This is an optimization exercise on Yosys and OpenROAD, whose aim is small area, not a production implementation. At most, simulation tests tie the RTL to the original design; equivalence was not proved.

==> inputs of v30 <==
// mbfs
module mbfs (
    input             clk,
    input             rst,
    input             start,
    input      [31:0] timeout_ms,
    input             req_en,
    input      [6:0]  sink_mask,
    input             tick_1ms,
    output            busy,
    output reg        done,
    output reg [3:0]  result,
    output     [3:0]  flags,
    output reg [31:0] frame_hdr,
    output reg [7:0]  vf_cs,
    output reg        cfg_strobe,
    output     [1:0]  cfg_parity,
    output            flush_req,
    input             flush_done,
    output            tx_valid,
    output     [7:0]  tx_data,
    input             tx_ready,
    input             rx_valid,
    input      [7:0]  rx_data,
    output            rx_pop,
    output reg        meas_valid,
    output reg [2:0]  meas_kind,
    output reg [63:0] meas_raw,
    output     [2:0]  meas_exp
);
make LEC_CHECK=0 CAP_MARGIN=20 CORE_MARGIN=2 CORE_UTILIZATION=65 CTS_BUF_LIST=sky130_fd_sc_hd__clkbuf_8 CTS_CLUSTER_SIZE=25 PLACE_DENSITY=0.75 SLEW_MARGIN=20 finish   # period 30.0 ns
run.sh (not shown) runs the stock make flow with config.mk's settings and CLKGATE_MAP_FILE= SYNTH_SCRIPT=/design/flow/synth_recipe.tcl, a recipe that flattens the netlist after the stock synthesis.
==> v12 (differences from v30) <==
--- a/flow/design.v
+++ b/flow/design.v
@@ -45,13 +45,13 @@
                      P_REQ_FLUSH = 5'd8,
                      P_RX_START  = 5'd9,
                      P_RX_LEN    = 5'd10,
                      P_RX_BODY   = 5'd11,
                      P_D_ALIGN   = 5'd12,
                      P_D_TOKEN   = 5'd13,
-                     P_D_LOAD    = 5'd14,
+                     P_D_SKIP    = 5'd14,
                      P_D_CONV    = 5'd15;
     localparam [2:0] S_HDR = 3'd0,
                      S_DIF = 3'd1,
                      S_VIF = 3'd2,
                      S_VAL = 3'd3,
                      S_END = 3'd4;
@@ -77,20 +77,22 @@
     reg [7:0]  sum;
     reg        hdr_ok;
     reg        abort9;
     reg        rec_pub;
     reg        rec_bcd;
     reg [3:0]  rec_vlen;
-    reg        bad;
+    reg        cv;             
     reg [8*RING-1:0] ring;
     wire [7:0] head = ring[8*RING-1 -: 8];
     reg [7:0]  wpos;           
+    reg        wv;             
+    reg [4:0]  wi;             
+    reg [7:0]  wd;             
     reg [7:0]  rpos;           
-    reg [7:0]  buff [0:7];
-    reg [2:0]  bw, br;
-    reg [3:0]  bn;
+    reg [63:0] dl;             
+    reg [7:0]  dv;             
     assign busy       = (phase != P_IDLE);
     assign flags      = {w_bcd, w_cs, checksum_ok, busy};
     assign flush_req  = (phase == P_W1_FLUSH) || (phase == P_W4_FLUSH) || (phase == P_REQ_FLUSH);
     assign tx_valid   = (phase == P_W3_PREAMB) || (phase == P_REQ_SEND);
     assign rx_pop     = (phase == P_RX_START) || (phase == P_RX_LEN) || (phase == P_RX_BODY);
     assign cfg_parity = {1'b0, phase == P_W5_SETTLE};
@@ -168,26 +170,54 @@
     wire push_tok = (phase == P_RX_BODY) && take && !last && (ps == S_VIF) && vif_pub;
     wire push_val = (phase == P_RX_BODY) && take && !last && (ps == S_VAL) && rec_pub;
     wire push_end = (phase == P_RX_BODY) && take && last;
     wire push     = push_tok || push_val || push_end;
     wire [7:0] push_data = push_tok ? {vif_kind, rec_bcd, rec_vlen} :
                            push_val ? rx_data : END_TOKEN;
-    wire       wr    = (bn != 4'd0) && (wpos[2:0] == 3'd0);
-    wire [7:0] wdata = buff[br];
+    reg  [2:0] ds;
+    integer d;
+    always @(*) begin
+        ds = 3'd0;
+        for (d = 0; d < 8; d = d + 1)
+            if (dv[d])
+                ds = d[2:0];
+    end
+    wire       dany  = (dv != 8'd0);
+    wire       wr    = dany && (wpos[2:0] == 3'd0);
+    wire       clear = (phase == P_W3_PREAMB);
+    reg [8*RING-1:0] ring_nx;
     integer j;
-    always @(posedge clk) begin
-        ring <= {ring[8*RING-9:0], head};
+    always @(*) begin
+        ring_nx = {ring[8*RING-9:0], head & {8{!clear}}};
         for (j = 0; j < NINS; j = j + 1)
-            if (wr && wpos[7:3] == j)
-                ring[8*C*j +: 8] <= wdata;
-        if (push)
-            buff[bw] <= push_data;
+            if (wv && wi == j)
+                ring_nx[8*C*j +: 8] = ring_nx[8*C*j +: 8] | wd;
+    end
+    always @(posedge clk)
+        meas_raw <= load ? ld_val : conv;
+    always @(posedge clk) begin
+        ring <= ring_nx;
+        dl <= {dl[55:0], push_data};
+        wd <= dl[8*ds +: 8];
+        wi <= wpos[7:3];
     end
     wire head_end = (head[7:5] == 3'b111);
     wire at_head  = (rpos == LASTPOS);
-    wire consume  = at_head && ((phase == P_D_TOKEN) || (phase == P_D_LOAD));
+    wire consume  = at_head && ((phase == P_D_TOKEN) || (phase == P_D_SKIP));
+    wire load     = at_head && (phase == P_D_TOKEN) && !head_end;
+    reg [63:0] ld_val;
+    reg        ld_bad;
+    integer b;
+    always @(*) begin
+        ld_bad = 1'b0;
+        for (b = 0; b < 8; b = b + 1) begin
+            ld_val[8*b +: 8] = ({1'b0, b[2:0]} < head[3:0]) ? ring[8*(RING-2-b) +: 8] : 8'h00;
+            if (bcd_bad(ld_val[8*b +: 8]))
+                ld_bad = 1'b1;
+        end
+    end
     wire [63:0] rot = {meas_raw[0], meas_raw[63:1]};
     reg  [63:0] conv;
     integer i;
     always @(*) begin
         conv = rot;
         for (i = 0; i < 12; i = i + 1) begin
@@ -197,23 +227,19 @@
     end
     always @(posedge clk) begin
         if (!wr)
             wpos <= (wpos == LASTPOS) ? 8'd0 : wpos + 8'd1;
         if (!consume)
             rpos <= (rpos == LASTPOS) ? 8'd0 : rpos + 8'd1;
-        if (wr)
-            br <= br + 3'd1;
-        if (push)
-            bw <= bw + 3'd1;
-        bn <= bn + {3'd0, push} - {3'd0, wr};
+        dv <= {dv[6:0] & ~(wr ? (7'd1 << ds) : 7'd0), push};
+        wv <= wr;
         if (phase == P_RX_LEN) begin
-            wpos <= 8'd0;
+            wpos <= 8'd1;
+            wv   <= 1'b0;
             rpos <= LASTPOS;
-            br   <= 3'd0;
-            bw   <= 3'd0;
-            bn   <= 4'd0;
+            dv   <= 8'd0;
         end
     end
     always @(posedge clk) begin
         if (rst) begin
             phase       <= P_IDLE;
             done        <= 1'b0;
@@ -397,54 +423,42 @@
                                 endcase
                             end
                         endcase
                     end
                 end
                 P_D_ALIGN: begin                            
-                    if (bn == 4'd0)
+                    if (!dany && !wv)
                         phase <= P_D_TOKEN;
                 end
                 P_D_TOKEN: begin
+                    cnt <= cnt + 10'd1;
                     if (at_head) begin
                         meas_kind <= head[7:5];
-                        rec_bcd   <= head[4];
-                        rec_vlen  <= head[3:0];
-                        meas_raw  <= 64'd0;
-                        k         <= 5'd0;
-                        bad       <= 1'b0;
+                        k         <= {1'b0, head[3:0]};
+                        cnt       <= 10'd0;
+                        cv        <= head[4] && !ld_bad;
                         if (head_end) begin
                             result <= abort9 ? R_BADLCODE : R_OK;
                             done   <= 1'b1;
                             phase  <= P_IDLE;
-                        end else if (head[3:0] == 4'd0) begin
-                            meas_valid <= 1'b1;
                         end else begin
-                            phase <= P_D_LOAD;
+                            if (!head[4])
+                                meas_valid <= 1'b1;
+                            if (head[3:0] != 4'd0)
+                                phase <= P_D_SKIP;
                         end
                     end
                 end
-                P_D_LOAD: begin
-                    meas_raw[8*k[2:0] +: 8] <= head;
-                    k <= k + 5'd1;
-                    if (bcd_bad(head))
-                        bad <= 1'b1;
-                    if ({1'b0, k[2:0]} + 4'd1 == rec_vlen) begin
-                        cnt <= 10'd0;
-                        if (!rec_bcd) begin
-                            meas_valid <= 1'b1;
-                            phase      <= P_D_TOKEN;
-                        end else if (bad || bcd_bad(head)) begin
-                            phase <= P_D_TOKEN;             
-                        end else begin
-                            phase <= P_D_CONV;
-                        end
-                    end
+                P_D_SKIP: begin                             
+                    cnt <= cnt + 10'd1;
+                    k   <= k - 5'd1;
+                    if (k == 5'd1)
+                        phase <= cv ? P_D_CONV : P_D_TOKEN;
                 end
                 P_D_CONV: begin
-                    meas_raw <= conv;
-                    cnt      <= cnt + 10'd1;
+                    cnt <= cnt + 10'd1;
                     if (cnt[5:0] == 6'd63) begin
                         meas_valid <= 1'b1;
                         phase      <= P_D_TOKEN;
                     end
                 end
                 default: phase <= P_IDLE;
==> flow/flow/run.sh (new file) <==
#!/bin/bash
# The standard layout (standard.sh, with flow/config.mk's settings), with two
# changes: the port buffers use the smallest buffer cell, and clock tree
# synthesis inserts no dummy loads. The whole ORFS output goes to
# standard.log; each step's own log is under orfs/logs/.
set -euo pipefail
export BUFFER_PORTS_ARGS="-buffer_cell sky130_fd_sc_hd__buf_1"
export CTS_ARGS="-sink_clustering_enable -repair_clock_nets -sink_clustering_size 10 -sink_clustering_max_diameter 35 -sink_clustering_buffer sky130_fd_sc_hd__clkbuf_4 -dont_use_dummy_load"
bash standard.sh > standard.log 2>&1
==> flow/standard.sh (new file) <==
#!/bin/bash
# synth_recipe.tcl (not shown) runs the flow's synth.tcl, then flattens the netlist and writes it again
# the make line also repeats each setting of config.mk as NAME=value (left out here)
make -C /OpenROAD-flow-scripts/flow DESIGN_CONFIG=/design/flow/config.mk WORK_HOME=/design/flow/orfs CLKGATE_MAP_FILE= SYNTH_SCRIPT=/design/flow/synth_recipe.tcl "${@:-finish}"
- CTS_BUF_LIST: sky130_fd_sc_hd__clkbuf_8 -> default
- CTS_CLUSTER_DIAMETER: default -> 60
- CTS_CLUSTER_SIZE: 25 -> 30
- GPL_ROUTABILITY_DRIVEN: default -> 0
- GPL_TIMING_DRIVEN: default -> 0
removed: flow/run.sh
==> v28 (differences from v30) <==
--- a/flow/design.v
+++ b/flow/design.v
@@ -45,13 +45,13 @@
                      P_REQ_FLUSH = 5'd8,
                      P_RX_START  = 5'd9,
                      P_RX_LEN    = 5'd10,
                      P_RX_BODY   = 5'd11,
                      P_D_ALIGN   = 5'd12,
                      P_D_TOKEN   = 5'd13,
-                     P_D_LOAD    = 5'd14,
+                     P_D_SKIP    = 5'd14,
                      P_D_CONV    = 5'd15;
     localparam [2:0] S_HDR = 3'd0,
                      S_DIF = 3'd1,
                      S_VIF = 3'd2,
                      S_VAL = 3'd3,
                      S_END = 3'd4;
@@ -77,20 +77,19 @@
     reg [7:0]  sum;
     reg        hdr_ok;
     reg        abort9;
     reg        rec_pub;
     reg        rec_bcd;
     reg [3:0]  rec_vlen;
-    reg        bad;
+    reg        cv;             
     reg [8*RING-1:0] ring;
     wire [7:0] head = ring[8*RING-1 -: 8];
     reg [7:0]  wpos;           
     reg [7:0]  rpos;           
-    reg [7:0]  buff [0:7];
-    reg [2:0]  bw, br;
-    reg [3:0]  bn;
+    reg [63:0] dl;             
+    reg [7:0]  dv;             
     assign busy       = (phase != P_IDLE);
     assign flags      = {w_bcd, w_cs, checksum_ok, busy};
     assign flush_req  = (phase == P_W1_FLUSH) || (phase == P_W4_FLUSH) || (phase == P_REQ_FLUSH);
     assign tx_valid   = (phase == P_W3_PREAMB) || (phase == P_REQ_SEND);
     assign rx_pop     = (phase == P_RX_START) || (phase == P_RX_LEN) || (phase == P_RX_BODY);
     assign cfg_parity = {1'b0, phase == P_W5_SETTLE};
@@ -168,26 +167,53 @@
     wire push_tok = (phase == P_RX_BODY) && take && !last && (ps == S_VIF) && vif_pub;
     wire push_val = (phase == P_RX_BODY) && take && !last && (ps == S_VAL) && rec_pub;
     wire push_end = (phase == P_RX_BODY) && take && last;
     wire push     = push_tok || push_val || push_end;
     wire [7:0] push_data = push_tok ? {vif_kind, rec_bcd, rec_vlen} :
                            push_val ? rx_data : END_TOKEN;
-    wire       wr    = (bn != 4'd0) && (wpos[2:0] == 3'd0);
-    wire [7:0] wdata = buff[br];
+    reg  [2:0] ds;
+    integer d;
+    always @(*) begin
+        ds = 3'd0;
+        for (d = 0; d < 8; d = d + 1)
+            if (dv[d])
+                ds = d[2:0];
+    end
+    wire       dany  = (dv != 8'd0);
+    wire       wr    = dany && (wpos[2:0] == 3'd0);
+    wire [7:0] wdata = dl[8*ds +: 8];
+    wire       clear = (phase == P_W3_PREAMB);
+    reg [8*RING-1:0] ring_nx;
     integer j;
-    always @(posedge clk) begin
-        ring <= {ring[8*RING-9:0], head};
+    always @(*) begin
+        ring_nx = {ring[8*RING-9:0], head & {8{!clear}}};
         for (j = 0; j < NINS; j = j + 1)
             if (wr && wpos[7:3] == j)
-                ring[8*C*j +: 8] <= wdata;
-        if (push)
-            buff[bw] <= push_data;
+                ring_nx[8*C*j +: 8] = ring_nx[8*C*j +: 8] | wdata;
+    end
+    always @(posedge clk)
+        meas_raw <= load ? ld_val : conv;
+    always @(posedge clk) begin
+        ring <= ring_nx;
+        dl <= {dl[55:0], push_data};
     end
     wire head_end = (head[7:5] == 3'b111);
     wire at_head  = (rpos == LASTPOS);
-    wire consume  = at_head && ((phase == P_D_TOKEN) || (phase == P_D_LOAD));
+    wire consume  = at_head && ((phase == P_D_TOKEN) || (phase == P_D_SKIP));
+    wire load     = at_head && (phase == P_D_TOKEN) && !head_end;
+    reg [63:0] ld_val;
+    reg        ld_bad;
+    integer b;
+    always @(*) begin
+        ld_bad = 1'b0;
+        for (b = 0; b < 8; b = b + 1) begin
+            ld_val[8*b +: 8] = ({1'b0, b[2:0]} < head[3:0]) ? ring[8*(RING-2-b) +: 8] : 8'h00;
+            if (bcd_bad(ld_val[8*b +: 8]))
+                ld_bad = 1'b1;
+        end
+    end
     wire [63:0] rot = {meas_raw[0], meas_raw[63:1]};
     reg  [63:0] conv;
     integer i;
     always @(*) begin
         conv = rot;
         for (i = 0; i < 12; i = i + 1) begin
@@ -197,23 +223,17 @@
     end
     always @(posedge clk) begin
         if (!wr)
             wpos <= (wpos == LASTPOS) ? 8'd0 : wpos + 8'd1;
         if (!consume)
             rpos <= (rpos == LASTPOS) ? 8'd0 : rpos + 8'd1;
-        if (wr)
-            br <= br + 3'd1;
-        if (push)
-            bw <= bw + 3'd1;
-        bn <= bn + {3'd0, push} - {3'd0, wr};
+        dv <= {dv[6:0] & ~(wr ? (7'd1 << ds) : 7'd0), push};
         if (phase == P_RX_LEN) begin
             wpos <= 8'd0;
             rpos <= LASTPOS;
-            br   <= 3'd0;
-            bw   <= 3'd0;
-            bn   <= 4'd0;
+            dv   <= 8'd0;
         end
     end
     always @(posedge clk) begin
         if (rst) begin
             phase       <= P_IDLE;
             done        <= 1'b0;
@@ -397,54 +417,43 @@
                                 endcase
                             end
                         endcase
                     end
                 end
                 P_D_ALIGN: begin                            
-                    if (bn == 4'd0)
+                    if (!dany)
                         phase <= P_D_TOKEN;
                 end
                 P_D_TOKEN: begin
+                    cnt <= cnt + 10'd1;
                     if (at_head) begin
                         meas_kind <= head[7:5];
-                        rec_bcd   <= head[4];
                         rec_vlen  <= head[3:0];
-                        meas_raw  <= 64'd0;
-                        k         <= 5'd0;
-                        bad       <= 1'b0;
+                        k         <= {1'b0, head[3:0]};
+                        cnt       <= 10'd0;
+                        cv        <= head[4] && !ld_bad;
                         if (head_end) begin
                             result <= abort9 ? R_BADLCODE : R_OK;
                             done   <= 1'b1;
                             phase  <= P_IDLE;
-                        end else if (head[3:0] == 4'd0) begin
-                            meas_valid <= 1'b1;
                         end else begin
-                            phase <= P_D_LOAD;
+                            if (!head[4])
+                                meas_valid <= 1'b1;
+                            if (head[3:0] != 4'd0)
+                                phase <= P_D_SKIP;
                         end
                     end
                 end
-                P_D_LOAD: begin
-                    meas_raw[8*k[2:0] +: 8] <= head;
-                    k <= k + 5'd1;
-                    if (bcd_bad(head))
-                        bad <= 1'b1;
-                    if ({1'b0, k[2:0]} + 4'd1 == rec_vlen) begin
-                        cnt <= 10'd0;
-                        if (!rec_bcd) begin
-                            meas_valid <= 1'b1;
-                            phase      <= P_D_TOKEN;
-                        end else if (bad || bcd_bad(head)) begin
-                            phase <= P_D_TOKEN;             
-                        end else begin
-                            phase <= P_D_CONV;
-                        end
-                    end
+                P_D_SKIP: begin                             
+                    cnt <= cnt + 10'd1;
+                    k   <= k - 5'd1;
+                    if (k == 5'd1)
+                        phase <= cv ? P_D_CONV : P_D_TOKEN;
                 end
                 P_D_CONV: begin
-                    meas_raw <= conv;
-                    cnt      <= cnt + 10'd1;
+                    cnt <= cnt + 10'd1;
                     if (cnt[5:0] == 6'd63) begin
                         meas_valid <= 1'b1;
                         phase      <= P_D_TOKEN;
                     end
                 end
                 default: phase <= P_IDLE;
==> flow/flow/run.sh (new file) <==
#!/bin/bash
# The standard layout (standard.sh, with flow/config.mk's settings), with two
# changes: the port buffers use the smallest buffer cell, and clock tree
# synthesis inserts no dummy loads. The whole ORFS output goes to
# standard.log; each step's own log is under orfs/logs/.
set -euo pipefail
export BUFFER_PORTS_ARGS="-buffer_cell sky130_fd_sc_hd__buf_1"
export CTS_ARGS="-sink_clustering_enable -repair_clock_nets -sink_clustering_size 30 -sink_clustering_max_diameter 60 -dont_use_dummy_load"
bash standard.sh > standard.log 2>&1
==> flow/standard.sh (new file) <==
#!/bin/bash
# synth_recipe.tcl (not shown) runs the flow's synth.tcl, then flattens the netlist and writes it again
# the make line also repeats each setting of config.mk as NAME=value (left out here)
make -C /OpenROAD-flow-scripts/flow DESIGN_CONFIG=/design/flow/config.mk WORK_HOME=/design/flow/orfs CLKGATE_MAP_FILE= SYNTH_SCRIPT=/design/flow/synth_recipe.tcl "${@:-finish}"
- CTS_BUF_LIST: sky130_fd_sc_hd__clkbuf_8 -> default
- CTS_CLUSTER_DIAMETER: default -> 60
- CTS_CLUSTER_SIZE: 25 -> 30
removed: flow/run.sh
==> results.py <==
metrics = {
    "sta": {
        "min_period_ns": 8.99,
    },
    "drt": {
        "wl_met3_mm": 4.79,
        "top_layer": "met4",
    },
    "run_status": {
        "status": "finished clean",
    },
    "floorplanning": {
        "core_area_um2": 77100,
        "dieWidth_um": 282,
    },
    "synthesis": {
        "synth-simple-area-share": 0.0558,
    },
}
That was v12.
==> results.py <==
metrics = {
    "synthesis": {
        "synth-simple-area-share": 0.0673,
    },
    "setup_path": {
        "cp-start-kind": "flip-flop",
    },
    "drt": {
        "top_layer": "met4",
        "first_iter_violations": 1935,
        "wl_met3_mm": 6.22,
    },
    "floorplanning": {
        "core_area_um2": 80200,
        "dieWidth_um": 288,
    },
    "run_status": {
        "status": "finished clean",
    },
    "sta": {
        "min_period_ns": 10.34,
    },
}
That was v30.
==> results.py <==
metrics = {
    "drt": {
        "wl_met3_mm": 6.91,
        "top_layer": "met5",
    },
    "run_status": {
        "status": "finished clean",
    },
    "flow_run": {
        "cap_violations": 0,
    },
    "synthesis": {
        "synth-simple-area-share": 0.0590,
    },
    "global_routing": {
        "antenna_found_initial": 2,
    },
    "floorplanning": {
        "core_area_um2": 77700,
    },
    "sta": {
        "whs_ns": 0.255,
    },
}
That was v28.
Function not checked in v30: the RTL went through the layout flow alone.

-- what the ideal ports hide --
The results above use ideal ports. As a check the final layouts listed here were re-extracted and re-timed, cells and wires unchanged.
Step 1 assumes that a clkbuf_16 drives the clock port and a buf_2 every other input.
Step 2 moves the port delays by t, midway between the first and last clock arrival at a register: inputs arrive t later, outputs are due t later. That takes back most of the time a late clock gives input paths.
Slacks: ideal / step 1 / step 2; pairs: ideal / step 1.
run | t, ns | slack for setup (ns) | worst hold slack (ns) | worst register clock-pin slew, ns | pins driven straight from the clock port
v30 | 0.949 | 19.658 / 19.590 / 19.837 | 0.283 / 0.283 / 0.283 | 0.08 / 0.08 | 1
v12 | 0.750 | 21.009 / 20.943 / 20.604 | 0.281 / 0.281 / 0.281 | 0.11 / 0.11 | 1
v28 | 0.696 | 20.836 / 20.770 / 20.561 | 0.255 / 0.255 / 0.255 | 0.11 / 0.11 | 1
After both steps every run listed still meets setup and hold. For v12, which loses most, drivers alone change the setup slack by -0.066 ns; drivers and shift together by -0.405 ns.
